This is an optimization exercise on Yosys and OpenROAD, whose aim is small area, a short achievable clock period and few clock cycles per item, not a production implementation. In this exercise RTL edits were held to simulation tests only and were not proved equivalent to the original. Power and IR drop assume default switching activity.

## flow/design.v (module list and top-level ports; edited modules follow where they fit)
// module zi_sha256: 1198 lines
module zi_sha256 (
    input  wire         clk,
    input  wire         rst,           
    input  wire         in_valid,
    output wire         in_ready,
    input  wire [31:0]  in_data,
    input  wire         in_last,
    input  wire [2:0]   in_nbytes,     
    output reg          out_valid,
    output wire [255:0] out_digest
);
  // ...
==> flow/flow/run.sh <==
#!/bin/bash
# The standard layout (standard.sh: unchanged synthesis and ORFS steps)
# with these options: timing repair aims at a larger setup margin; every port
# still gets its own buffer, but a plain buf_2 instead of the delay-buffer cell
# buffer_ports picks by itself; clock tree synthesis without dummy balancing
# loads and with larger sink clusters (fewer leaf buffers). The make output goes to flow_make.log; each ORFS step writes its own
# log under orfs/logs/.
set -euo pipefail
bash standard.sh \
  SETUP_SLACK_MARGIN=5.95 \
  "BUFFER_PORTS_ARGS=-buffer_cell sky130_fd_sc_hd__buf_2" \
  "CTS_ARGS=-sink_clustering_enable -repair_clock_nets -dont_use_dummy_load -sink_clustering_size 24 -sink_clustering_max_diameter 80" \
  finish > flow_make.log 2>&1
==> flow/standard.sh <==
#!/bin/bash
# synth_recipe.tcl (not shown) runs the flow's synth.tcl, then flattens the netlist and writes it again
# the make line also repeats each setting of config.mk as NAME=value (left out here)
make -C /OpenROAD-flow-scripts/flow DESIGN_CONFIG=/design/flow/config.mk WORK_HOME=/design/flow/orfs CLKGATE_MAP_FILE= SYNTH_SCRIPT=/design/flow/synth_recipe.tcl "${@:-finish}"
==> flow/config.mk <==
export PLATFORM = sky130hd
export DESIGN_NAME = zi_sha256
export DESIGN_NICKNAME = zi_sha256
export VERILOG_FILES = /design/flow/design.v
export SDC_FILE = /design/flow/constraint.sdc
export NUM_CORES = 4
export LEC_CHECK = 0
export CAP_MARGIN = 20
export CORE_MARGIN = 2
export CORE_UTILIZATION = 55
export SLEW_MARGIN = 20
==> flow/constraint.sdc <==
create_clock -name core_clock -period 10.0 [get_ports {clk}]
set_input_delay 2.0000 -clock core_clock [delete_from_list [all_inputs] [get_ports {clk}]]
set_output_delay 2.0000 -clock core_clock [all_outputs]
set_load 0.01 [all_outputs]
==> impl_metrics.prom, run 1 <==
# TYPE chip_impl_metric gauge
chip_impl_metric{name="clock_sinks",unit=""} 1230
chip_impl_metric{name="power_frac_clock",unit="%"} 11.2
chip_impl_metric{name="comb.multi_input.count",unit=""} 3904
chip_impl_metric{name="ctsHtreeMaxLevel",unit=""} 3
chip_impl_metric{name="num-fill-cells",unit=""} 9193
chip_impl_metric{name="synth_simple_gate_area_share",unit="%"} 10.8
chip_impl_info{name="synth_most_common_cell",value="sky130_fd_sc_hd__dfxtp_1"} 1
chip_impl_metric{name="grt.total_usage",unit="%"} 36.8
chip_impl_info{name="top_power_group",value="combinational cells"} 1
chip_impl_metric{name="post-route-cell-area",unit="mm2"} 0.0656
chip_impl_metric{name="final_cell_count_no_fill",unit=""} 7580
chip_impl_info{name="max_flop_register",value="w"} 1
chip_impl_metric{name="net-switching-power",unit="mW"} 11.3
chip_impl_info{name="status",value="no timing/DRC/antenna violations"} 1
chip_impl_metric{name="synth.top_cell.area_share",unit="%"} 41.2
chip_impl_info{name="gr-max-usage-layer",value="met2"} 1
chip_impl_info{name="dominant_cells",value="multi-input gates"} 1
chip_impl_info{name="highest_layer",value="met5"} 1
chip_impl_metric{name="required",unit="ns"} 10.55
chip_impl_metric{name="post_synth_fa_ha_maj_area_fraction",unit="%"} 18.6
chip_impl_metric{name="drtPass1Iterations",unit=""} 6
chip_impl_metric{name="ff_latch_area",unit="mm2"} 0.0248
chip_impl_metric{name="num_vias",unit=""} 44800
chip_impl_info{name="crit_start",value="e[9]"} 1
chip_impl_metric{name="worst_hold_path.num_cells",unit=""} 0
chip_impl_metric{name="yosys_warnings",unit=""} 2
chip_impl_info{name="yosysTopAreaCell",value="sky130_fd_sc_hd__dfxtp_1"} 1
chip_impl_metric{name="timing_max_transition_violations_final",unit=""} 0
chip_impl_metric{name="skew",unit="ns"} 0.0578
chip_impl_metric{name="die-height",unit="um"} 334
chip_impl_info{name="path_class",value="reg -> reg"} 1
chip_impl_metric{name="synth_sequential_area_ratio",unit="%"} 41.2
chip_impl_metric{name="global_route.usage.met2",unit="%"} 58.6
chip_impl_metric{name="worst_pin_slew",unit="ns"} 1.13
chip_impl_metric{name="cp_num_cells",unit=""} 15
chip_impl_metric{name="ys_ff_latch",unit=""} 1230
chip_impl_info{name="worst_hold_path.endpoint",value="w[13][9]"} 1
chip_impl_metric{name="share_of_the_final_layout_cell_area_in_multi_input_gates",unit="%"} 50.1
chip_impl_info{name="worst_setup_path_end_kind",value="flop"} 1
chip_impl_metric{name="dieWidth",unit="um"} 334
Testbench counts, summed over its fixed seeds: cycles 70,032, bytes 62,061.
==> inputs of run 2 (changes only) <==
--- a/flow/flow/run.sh
+++ b/flow/flow/run.sh
@@ -9,3 +9,3 @@
 bash standard.sh \
-  SETUP_SLACK_MARGIN=5.95 \
+  SETUP_SLACK_MARGIN=5.9 \
   "BUFFER_PORTS_ARGS=-buffer_cell sky130_fd_sc_hd__buf_2" \
--- a/flow/config.mk
+++ b/flow/config.mk
@@ -9,3 +9,3 @@
 export CORE_MARGIN = 2
-export CORE_UTILIZATION = 55
+export CORE_UTILIZATION = 65
 export SLEW_MARGIN = 20
==> run 2 against run 1 <==
Against the previous run: count of clock-buffer cells in the layout increased by 1; first-iteration DRC count up 30%; sequential share of layout area increased by 0.15 points; non-clock buffer count grew 5; die area fell by 15%.
==> impl_metrics.prom, run 2 <==
# TYPE chip_impl_metric gauge
chip_impl_metric{name="post_synth_inst_count",unit=""} 5991
chip_impl_info{name="synth_most_common_cell",value="sky130_fd_sc_hd__dfxtp_1"} 1
chip_impl_metric{name="synth.top_cell.area_share",unit="%"} 41.2
chip_impl_metric{name="die-height",unit="um"} 307
chip_impl_metric{name="core_area",unit="mm2"} 0.0914
chip_impl_metric{name="cellPowerDensity",unit="mW/mm2"} 400
chip_impl_metric{name="wire_per_inst",unit="um"} 28.9
chip_impl_metric{name="floorplan.die_area",unit="mm2"} 0.0944
chip_impl_info{name="critical-path-top-delay-family",value="compound AO/OA/AOI/OAI gates"} 1
chip_impl_metric{name="clock_slew_at_the_register_clock_pins_of_the_worst_setup_and_hold_paths",unit="ns"} 0.09
chip_impl_metric{name="crit_buf_inv",unit=""} 0
chip_impl_metric{name="synth_edf_count",unit=""} 0
chip_impl_metric{name="largest_reg_flops",unit=""} 512
chip_impl_metric{name="synth_sequential_area_ratio",unit="%"} 41.2
chip_impl_metric{name="maxSlewHeadroom",unit="%"} 21.6
chip_impl_metric{name="ctsLongestPathBuffers",unit=""} 3
chip_impl_info{name="worst_setup_path_end_kind",value="flop"} 1
chip_impl_metric{name="time_the_final_worst_path_needs_with_i_o_delays_and_setup",unit="ns"} 4.25
chip_impl_metric{name="timing_hold_violations_final",unit=""} 0
chip_impl_metric{name="timing_max_transition_violations_final",unit=""} 0
chip_impl_metric{name="std_cell_rows",unit=""} 111
chip_impl_info{name="synth_commonest_cells",value="sky130_fd_sc_hd__dfxtp_1, sky130_fd_sc_hd__inv_1, sky130_fd_sc_hd__nor2_1"} 1
chip_impl_metric{name="number_of_antenna_violations_at_the_first_check_in_global_routing",unit=""} 13
chip_impl_info{name="tritoncts",value="built"} 1
chip_impl_metric{name="worstPathArrival",unit="ns"} 4.90
chip_impl_metric{name="worst_pin_slew",unit="ns"} 1.17
chip_impl_info{name="ys.flop_type",value="sky130_fd_sc_hd__dfxtp_1"} 1
chip_impl_metric{name="required",unit="ns"} 10.65
chip_impl_info{name="yosysTopAreaCell",value="sky130_fd_sc_hd__dfxtp_1"} 1
chip_impl_metric{name="mappedNetlistNets",unit=""} 6689
chip_impl_metric{name="nets",unit=""} 6882
chip_impl_metric{name="max_stage_delay",unit="ns"} 0.76
chip_impl_metric{name="fin_worst_hold_slack",unit="ns"} 0.281
chip_impl_metric{name="grt_first_pass_wirelength",unit="um"} 305000
chip_impl_metric{name="detail_route.drc_violations",unit=""} 0
chip_impl_metric{name="synthesis.area_per_instance",unit="um2"} 9.98
chip_impl_metric{name="post-route-cell-area",unit="mm2"} 0.0653
chip_impl_info{name="most_common_cell_after_layout_fill_and_taps_aside",value="sky130_fd_sc_hd__dfxtp_1"} 1
chip_impl_metric{name="buffers_on_ports",unit=""} 296
chip_impl_metric{name="clock_sinks",unit=""} 1230
chip_impl_metric{name="detailedPlacementHpwl",unit="um"} 162000
chip_impl_metric{name="first_global_vias",unit=""} 45500
chip_impl_info{name="worst_hold_path_type",value="reg -> reg"} 1
chip_impl_info{name="max_flop_register",value="w"} 1
chip_impl_metric{name="maxCapViolCount",unit=""} 0
chip_impl_metric{name="tritoncts.num_buffers",unit=""} 68
chip_impl_metric{name="area_of_the_multi_input_gates",unit="mm2"} 0.0328
chip_impl_metric{name="initial_core_util",unit="%"} 65.4
chip_impl_metric{name="place.gp.congestion",unit=""} 1.07
chip_impl_metric{name="fmaxAchievable",unit="MHz"} 235
chip_impl_metric{name="leakage_dissipation",unit="nW"} 28.1
chip_impl_metric{name="yosys_warnings",unit=""} 2
chip_impl_metric{name="detailed_place.area",unit="mm2"} 0.0622
chip_impl_metric{name="cts_hold_buf",unit=""} 0
chip_impl_metric{name="initial_drc_count",unit=""} 5692
chip_impl_metric{name="totalNegativeSetupSlack",unit="ns"} 0
chip_impl_metric{name="grt_overflow",unit=""} 0
chip_impl_info{name="cells_traversed_along_the_worst_timing_path",value="xnor2_1 > xnor2_1 > fa_1 > fa_1 > a31oi_1 > o31ai_1 > a211oi_4 > o41ai_2 > xor2_1"} 1
chip_impl_metric{name="final_cell_count_no_fill",unit=""} 7373
chip_impl_info{name="cts_root_buffer",value="sky130_fd_sc_hd__clkbuf_16"} 1
chip_impl_info{name="path_class",value="reg -> reg"} 1
chip_impl_metric{name="fraction_of_final_layout_cells_sized_beyond_drive_strength_1",unit="%"} 12.7
chip_impl_metric{name="num-fill-cells",unit=""} 6656
chip_impl_metric{name="ff_latch_area",unit="mm2"} 0.0248
chip_impl_metric{name="synth_cell_types",unit=""} 101
chip_impl_metric{name="skew",unit="ns"} 0.109
chip_impl_metric{name="via_per_inst",unit=""} 6.33
chip_impl_info{name="critical-path-slowest-cell",value="sky130_fd_sc_hd__xnor2_1"} 1
chip_impl_metric{name="irDropWorstVdd",unit="mV"} 0.797
chip_impl_metric{name="timing.critical_path.fanout_max",unit=""} 4
chip_impl_metric{name="design.portCount",unit=""} 297
chip_impl_info{name="status",value="no timing/DRC/antenna violations"} 1
chip_impl_metric{name="grt_max_degree",unit=""} 134
chip_impl_metric{name="wirelength",unit="um"} 213000
chip_impl_metric{name="reg2reg_setup_slack",unit="ns"} 5.75
chip_impl_metric{name="grt.total_usage",unit="%"} 44.6
chip_impl_metric{name="synth.cell_area",unit="mm2"} 0.0598
chip_impl_metric{name="asyncSetResetFlopFracSynth",unit="%"} 0
chip_impl_metric{name="ctsHtreeMaxLevel",unit=""} 3
chip_impl_metric{name="dieWidth",unit="um"} 307
chip_impl_metric{name="drtPass1Iterations",unit=""} 6
chip_impl_metric{name="drt.antenna.violating_nets",unit=""} 0
chip_impl_info{name="post_synth_main_area_contributors",value="sky130_fd_sc_hd__dfxtp_1, sky130_fd_sc_hd__fa_1, sky130_fd_sc_hd__ha_1"} 1
chip_impl_info{name="layout.cells.most_common_list",value="sky130_fd_sc_hd__dfxtp_1, sky130_fd_sc_hd__inv_1, sky130_fd_sc_hd__nor2_1, sky130_fd_sc_hd__fa_1, sky130_fd_sc_hd__nand2_1"} 1
chip_impl_metric{name="placed_cells",unit=""} 7242
chip_impl_info{name="critPathLaunchType",value="flop"} 1
chip_impl_metric{name="timing.final.setup_violations",unit=""} 0
chip_impl_metric{name="num_vias",unit=""} 46700
chip_impl_metric{name="fin_crit_sh",unit="%"} 42.5
chip_impl_info{name="grt_setup_unrepaired",value="true"} 1
chip_impl_metric{name="area.growth.synth_to_final",unit="%"} 9.20
chip_impl_metric{name="ys_ff_latch",unit=""} 1230
chip_impl_metric{name="worst_skew_pair.late_latency",unit="ns"} 0.72
## run 2: cell counts after synthesis
No cell type changed its count.
## run 2: power breakdown
part           switching, mW  internal [mW]
logic                   9.63           6.76
clock network           1.61           1.22
registers              0.874           6.03
## run 2: cell type report
| class | instances | share of cell area (%) |
|---|---|---|
| diodes | 5 | 0.0192 |
| clock buffers | 68 | 2.61 |
| inverters | 568 | 3.27 |
| multi-input cells | 3904 | 50.2 |
| flip-flops and latches | 1230 | 38.0 |
| well taps | 1186 | 2.27 |
| repair buffers | 412 | 3.65 |
## run 2: cells by family (layout without fill, tap and decap cells)
logic type	Yosys count	in the layout	share of synthesized area [%]
AO/OA/AOI/OAI	1168	1168	13.4
XOR/XNOR	461	461	6.75
buffers and inverters	857	1048	5.40
flip-flops	1230	1230	41.2
AND/OR/NAND/NOR	1385	1385	10.8
multiplexers	221	221	3.88
adder cells (fa/ha/maj)	669	669	18.6
other	0	5	0
## run 2: metrics by stage
stage | util (%) | setup WS, ns | total power [mW]
floorplan | - | 6.00 | 16.8
global placement | 68.0 | 5.07 | 20.4
detailed placement | 68.0 | 4.98 | 20.8
CTS | 70.6 | 5.84 | 24.4
global route | 71.4 | 5.66 | 27.5
finish | 71.4 | 5.75 | 26.1
## run 2: worst paths after layout
check,from,endpoint,depth (start not counted)
worst max-delay path,w[2][26],wn[29],9
worst min-delay path,w[12][4],w[11][4],0
worst max register to register,w[2][26],wn[29],9
worst min register to register,w[12][4],w[11][4],0
## run 2: timing repair
| action | CTS | global route |
|---|---|---|
| buffers inserted | 24 | 34 |
| endpoints found under the setup margin | 86 | 67 |
| pin swaps | 32 | 51 |
| resized for setup | 118 | 112 |
## run 2: metal layers
layer / vias to the layer above / share of wire [%] / GRT usage, %
met5: - / 0.0061 / 0
met4: 2 / 9.1 / 32.1
met3: 756 / 10 / 8.54
met2: 2883 / 44 / 69.3
met1: 22800 / 37 / 55.8
li1: 20300 / - / -
==> inputs of run 3 (changes only) <==
--- a/flow/flow/run.sh
+++ b/flow/flow/run.sh
@@ -3,3 +3,3 @@
 # with these options: timing repair aims at a larger setup margin; every port
-# still gets its own buffer, but a plain buf_2 instead of the delay-buffer cell
+# still gets its own buffer, but a plain buf_1 instead of the delay-buffer cell
 # buffer_ports picks by itself; clock tree synthesis without dummy balancing
@@ -10,3 +10,3 @@
   SETUP_SLACK_MARGIN=5.9 \
-  "BUFFER_PORTS_ARGS=-buffer_cell sky130_fd_sc_hd__buf_2" \
+  "BUFFER_PORTS_ARGS=-buffer_cell sky130_fd_sc_hd__buf_1" \
   "CTS_ARGS=-sink_clustering_enable -repair_clock_nets -dont_use_dummy_load -sink_clustering_size 24 -sink_clustering_max_diameter 80" \
--- a/flow/config.mk
+++ b/flow/config.mk
@@ -9,3 +9,3 @@
 export CORE_MARGIN = 2
-export CORE_UTILIZATION = 65
+export CORE_UTILIZATION = 55
 export SLEW_MARGIN = 20
==> run 3 against run 2 <==
Against the previous run: sequential power is 1% lower; sequential share of layout area is 0.18 points higher; worst setup slack better by 0.14 ns; first-iteration DRC count is 33% lower; total power is 4.3% lower; highest routed layer unchanged; sequential cell count stayed put; via count is 4.3% lower; die area is 18% higher; final area is 0.47% lower; still clean on timing, DRC and antenna; core utilization is 11 points lower; clock skew is 0.015 ns lower.
==> impl_metrics.prom, run 3 <==
# TYPE chip_impl_metric gauge
chip_impl_metric{name="grt_max_degree",unit=""} 114
chip_impl_metric{name="mappedNetlistNets",unit=""} 6689
chip_impl_metric{name="detailed_place.area",unit="mm2"} 0.0620
chip_impl_info{name="layout.cells.most_common_list",value="sky130_fd_sc_hd__dfxtp_1, sky130_fd_sc_hd__inv_1, sky130_fd_sc_hd__nor2_1, sky130_fd_sc_hd__fa_1, sky130_fd_sc_hd__nand2_1"} 1
chip_impl_metric{name="grt_overflow",unit=""} 0
chip_impl_metric{name="synth.cell_area",unit="mm2"} 0.0598
chip_impl_metric{name="post_synth_inst_count",unit=""} 5991
chip_impl_metric{name="synth_cell_types",unit=""} 101
chip_impl_info{name="post_synth_main_area_contributors",value="sky130_fd_sc_hd__dfxtp_1, sky130_fd_sc_hd__fa_1, sky130_fd_sc_hd__ha_1"} 1
chip_impl_metric{name="timing.critical_path.fanout_max",unit=""} 5
chip_impl_metric{name="dieWidth",unit="um"} 334
chip_impl_metric{name="crit_buf_inv",unit=""} 2
chip_impl_metric{name="ctsHtreeMaxLevel",unit=""} 3
chip_impl_metric{name="number_of_antenna_violations_at_the_first_check_in_global_routing",unit=""} 9
chip_impl_metric{name="required",unit="ns"} 10.54
chip_impl_metric{name="fmaxAchievable",unit="MHz"} 243
chip_impl_metric{name="timing_hold_violations_final",unit=""} 0
chip_impl_metric{name="totalNegativeSetupSlack",unit="ns"} 0
chip_impl_info{name="main_combinational_cell_family_by_area_after_synthesis",value="adder cells"} 1
chip_impl_info{name="path_class",value="reg -> reg"} 1
chip_impl_metric{name="time_the_final_worst_path_needs_with_i_o_delays_and_setup",unit="ns"} 4.11
chip_impl_info{name="critPathLaunchType",value="flop"} 1
chip_impl_metric{name="wirelength",unit="um"} 207000
chip_impl_info{name="critical-path-top-delay-family",value="compound AO/OA/AOI/OAI gates"} 1
chip_impl_info{name="worst_path_most_repeated_cell",value="sky130_fd_sc_hd__xor2_1"} 1
chip_impl_metric{name="worst_hold_path.num_cells",unit=""} 0
chip_impl_metric{name="clock_sinks",unit=""} 1230
chip_impl_metric{name="place.gp.congestion",unit=""} 1.01
chip_impl_metric{name="nets",unit=""} 6869
chip_impl_info{name="r2r_start",value="e[1]"} 1
chip_impl_metric{name="post_synth_fa_ha_maj_area_fraction",unit="%"} 18.6
chip_impl_metric{name="std_cell_rows",unit=""} 120
chip_impl_metric{name="leakage_dissipation",unit="nW"} 27.2
chip_impl_metric{name="worst_skew_pair.late_latency",unit="ns"} 0.72
chip_impl_metric{name="asyncSetResetFlopFracSynth",unit="%"} 0
chip_impl_metric{name="max_stage_delay",unit="ns"} 0.68
chip_impl_metric{name="detail_route.drc_violations",unit=""} 0
chip_impl_metric{name="tritoncts.num_buffers",unit=""} 68
chip_impl_metric{name="wire_per_inst",unit="um"} 27.3
chip_impl_metric{name="timing_max_transition_violations_final",unit=""} 0
chip_impl_info{name="max_flop_register",value="w"} 1
chip_impl_info{name="cts_root_buffer",value="sky130_fd_sc_hd__clkbuf_16"} 1
chip_impl_info{name="worst_hold_startpoint",value="w[11][7]"} 1
chip_impl_info{name="ys.flop_type",value="sky130_fd_sc_hd__dfxtp_1"} 1
chip_impl_info{name="cells_traversed_along_the_worst_timing_path",value="buf_4 > xor2_1 > xnor2_1 > fa_1 > inv_1 > ha_1 > a31oi_1 > nor3_1 > a311o_1 > a211oi_1 > a21boi_2 > o31ai_2 > xor2_1"} 1
chip_impl_metric{name="fin_crit_sh",unit="%"} 41.1
chip_impl_metric{name="cts_hold_buf",unit=""} 0
chip_impl_metric{name="area.growth.synth_to_final",unit="%"} 8.68
chip_impl_metric{name="yosys-mux-area-fraction",unit="%"} 3.88
chip_impl_info{name="crit_start",value="e[1]"} 1
chip_impl_metric{name="synth_edf_count",unit=""} 0
chip_impl_metric{name="cellPowerDensity",unit="mW/mm2"} 385
chip_impl_metric{name="initial_core_util",unit="%"} 55.6
chip_impl_metric{name="first_global_vias",unit=""} 43400
chip_impl_metric{name="die-height",unit="um"} 334
chip_impl_metric{name="grt_first_pass_wirelength",unit="um"} 299000
chip_impl_metric{name="floorplan.die_area",unit="mm2"} 0.111
chip_impl_metric{name="irDropWorstVdd",unit="mV"} 0.622
chip_impl_metric{name="clock_slew_at_the_register_clock_pins_of_the_worst_setup_and_hold_paths",unit="ns"} 0.10
chip_impl_metric{name="yosys_warnings",unit=""} 2
chip_impl_metric{name="maxCapViolCount",unit=""} 0
chip_impl_metric{name="fraction_of_final_layout_cells_sized_beyond_drive_strength_1",unit="%"} 7.68
chip_impl_metric{name="timing.final.setup_violations",unit=""} 0
chip_impl_info{name="synth_commonest_cells",value="sky130_fd_sc_hd__dfxtp_1, sky130_fd_sc_hd__inv_1, sky130_fd_sc_hd__nor2_1"} 1
chip_impl_info{name="grt_setup_unrepaired",value="true"} 1
chip_impl_metric{name="drt.antenna.violating_nets",unit=""} 0
chip_impl_metric{name="drtPass1Iterations",unit=""} 6
chip_impl_metric{name="core_area",unit="mm2"} 0.108
chip_impl_metric{name="synthesis.area_per_instance",unit="um2"} 9.98
chip_impl_metric{name="synth_simple_gate_area_share",unit="%"} 10.8
chip_impl_info{name="worst_hold_path_type",value="reg -> reg"} 1
chip_impl_metric{name="ys_ff_latch",unit=""} 1230
chip_impl_metric{name="worst-r2r-cell-count",unit=""} 13
chip_impl_metric{name="via_per_inst",unit=""} 5.90
chip_impl_metric{name="post-route-cell-area",unit="mm2"} 0.0650
chip_impl_metric{name="initial_drc_count",unit=""} 3832
chip_impl_info{name="critical-path-slowest-cell",value="sky130_fd_sc_hd__fa_1"} 1
chip_impl_metric{name="maxSlewHeadroom",unit="%"} 24.0
chip_impl_info{name="most_common_cell_after_layout_fill_and_taps_aside",value="sky130_fd_sc_hd__dfxtp_1"} 1
chip_impl_info{name="tritoncts",value="built"} 1
chip_impl_metric{name="grt.total_usage",unit="%"} 36.8
chip_impl_info{name="worst_setup_path_end_kind",value="flop"} 1
chip_impl_metric{name="worst_pin_slew",unit="ns"} 1.13
chip_impl_metric{name="synth.top_cell.area_share",unit="%"} 41.2
chip_impl_metric{name="detailedPlacementHpwl",unit="um"} 163000
chip_impl_metric{name="design.portCount",unit=""} 297
chip_impl_metric{name="buffers_on_ports",unit=""} 296
chip_impl_metric{name="synth_sequential_area_ratio",unit="%"} 41.2
chip_impl_metric{name="cp_num_cells",unit=""} 13
chip_impl_info{name="status",value="no timing/DRC/antenna violations"} 1
chip_impl_info{name="yosysTopAreaCell",value="sky130_fd_sc_hd__dfxtp_1"} 1
chip_impl_metric{name="skew",unit="ns"} 0.0947
chip_impl_metric{name="fraction_of_the_mapped_netlist_area_in_compound_gates",unit="%"} 13.4
chip_impl_metric{name="worstPathArrival",unit="ns"} 4.65
chip_impl_metric{name="num_vias",unit=""} 44700
chip_impl_info{name="synth_most_common_cell",value="sky130_fd_sc_hd__dfxtp_1"} 1
chip_impl_metric{name="reg2reg_setup_slack",unit="ns"} 5.89
chip_impl_metric{name="ctsLongestPathBuffers",unit=""} 3
chip_impl_metric{name="largest_reg_flops",unit=""} 512
chip_impl_metric{name="post_synth_xor_area_fraction",unit="%"} 6.75
==> run 3: cell count changes in the layout (fill, tap and decap cells not counted), moves of 3 or more <==
cell                       previous run  this run
sky130_fd_sc_hd__diode_2              5         2
sky130_fd_sc_hd__o21ai_0            220       223
sky130_fd_sc_hd__buf_2              295         0
sky130_fd_sc_hd__o21ai_1             10         6
sky130_fd_sc_hd__xnor2_2             22        18
sky130_fd_sc_hd__xnor2_1            302       308
sky130_fd_sc_hd__buf_1                0       295
sky130_fd_sc_hd__a211oi_2             5        10
sky130_fd_sc_hd__buf_4              114        99
sky130_fd_sc_hd__a211oi_4             7         4
==> run 3: timing repair <==
action,in CTS,in global routing
endpoints found under the setup margin,92,54
pin swaps,18,46
resized for setup,103,115
buffers inserted,17,32
==> run 3: worst paths after layout <==
path                    to
hold reg to reg   w[10][7]
setup / recovery    t1[29]
hold / removal    w[10][7]
setup reg to reg    t1[29]
==> run 3: layout make-up <==
cell class / instances / area (um2)
Multi-Input combinational cell: 3904 / 32700
Clock buffer: 68 / 1700
Sequential cell: 1230 / 24800
Inverter: 568 / 2130
Antenna cell: 2 / 5.00
Fill cell: 9283 / 42500
Tap cell: 1403 / 1760
Timing Repair Buffer: 399 / 1920
==> run 3: metrics by stage <==
step | power, mW | hold WS [ns] | util (%) | setup slack, ns | cells
2_1_floorplan | 16.8 | 0.310 | - | 6.00 | 5991
3_3_place_gp | 20.4 | 0.310 | 57.7 | 5.26 | 7455
3_5_place_dp | 20.6 | 0.312 | 57.7 | 5.25 | 7455
4_1_cts | 24.0 | 0.282 | 59.8 | 5.84 | 7540
5_1_grt | 26.7 | 0.287 | 60.4 | 5.81 | 7572
6_report | 25.0 | 0.282 | 60.4 | 5.89 | 7574
==> run 3: report_power, final <==
group	switching, mW	internal [mW]	total [mW]
registers	0.812	6.03	6.84
logic	8.93	6.42	15.4
clock network	1.60	1.22	2.81
==> run 3: kinds of logic after synthesis <==
family	count (synthesis)
compound gates	1168
xor+xnor	461
fa+ha+maj	669
buf+inv	857
flops	1230
mux	221
simple gates	1385
==> run 3: layer usage <==
metal / vias to the layer above / routed length, um / GRT usage, %
met3: 409 / 16600 / 6.33
met2: 1916 / 92900 / 58.4
met5: - / 15 / 0
met1: 22100 / 85100 / 48.8
met4: 2 / 12300 / 17.9
li1: 20300 / - / -
==> run 3: worst register-to-register path, cell delays in order (launching register included) <==
cell,delay [ns]
sky130_fd_sc_hd__dfxtp_4,0.38
sky130_fd_sc_hd__buf_4,0.18
sky130_fd_sc_hd__xor2_1,0.57
sky130_fd_sc_hd__xnor2_1,0.32
sky130_fd_sc_hd__fa_1,0.68
sky130_fd_sc_hd__inv_1,0.10
sky130_fd_sc_hd__ha_1,0.19
sky130_fd_sc_hd__a31oi_1,0.27
sky130_fd_sc_hd__nor3_1,0.10
sky130_fd_sc_hd__a311o_1,0.37
sky130_fd_sc_hd__a211oi_1,0.31
sky130_fd_sc_hd__a21boi_2,0.27
sky130_fd_sc_hd__o31ai_2,0.10
sky130_fd_sc_hd__xor2_1,0.16

==> afterwards: timing with drivers on the ports <==
In the flow no input, the clock included, has a driving cell. The finished layouts below were timed again as built, in two steps. Step 1: set_driving_cell puts a clkbuf_16 on clk and a buf_2 on each other input, an assumption about the parent block. Step 2 also shifts input and output timing later by t, the mid clock arrival at the registers, as if the neighbouring blocks saw the same clock. Slacks: no drivers / after step 1 / after step 2; pairs: no drivers / after step 1.
run	shift t [ns]	setup slack, ns	latest minus earliest clock arrival (ns)	worst register clock-pin slew, ns	cell pins on the clock port's net
run 1	0.716	5.985 / 5.985 / 5.372	0.078 / 0.078	0.10 / 0.10	1
run 2	0.735	5.750 / 5.750 / 5.429	0.127 / 0.126	0.10 / 0.10	1
run 3	0.743	5.890 / 5.890 / 5.406	0.102 / 0.102	0.10 / 0.10	1
After both steps every run listed still meets setup and hold. The setup slack of run 1, which loses most, moves by 0.000 ns with the drivers and by -0.613 ns with both steps.
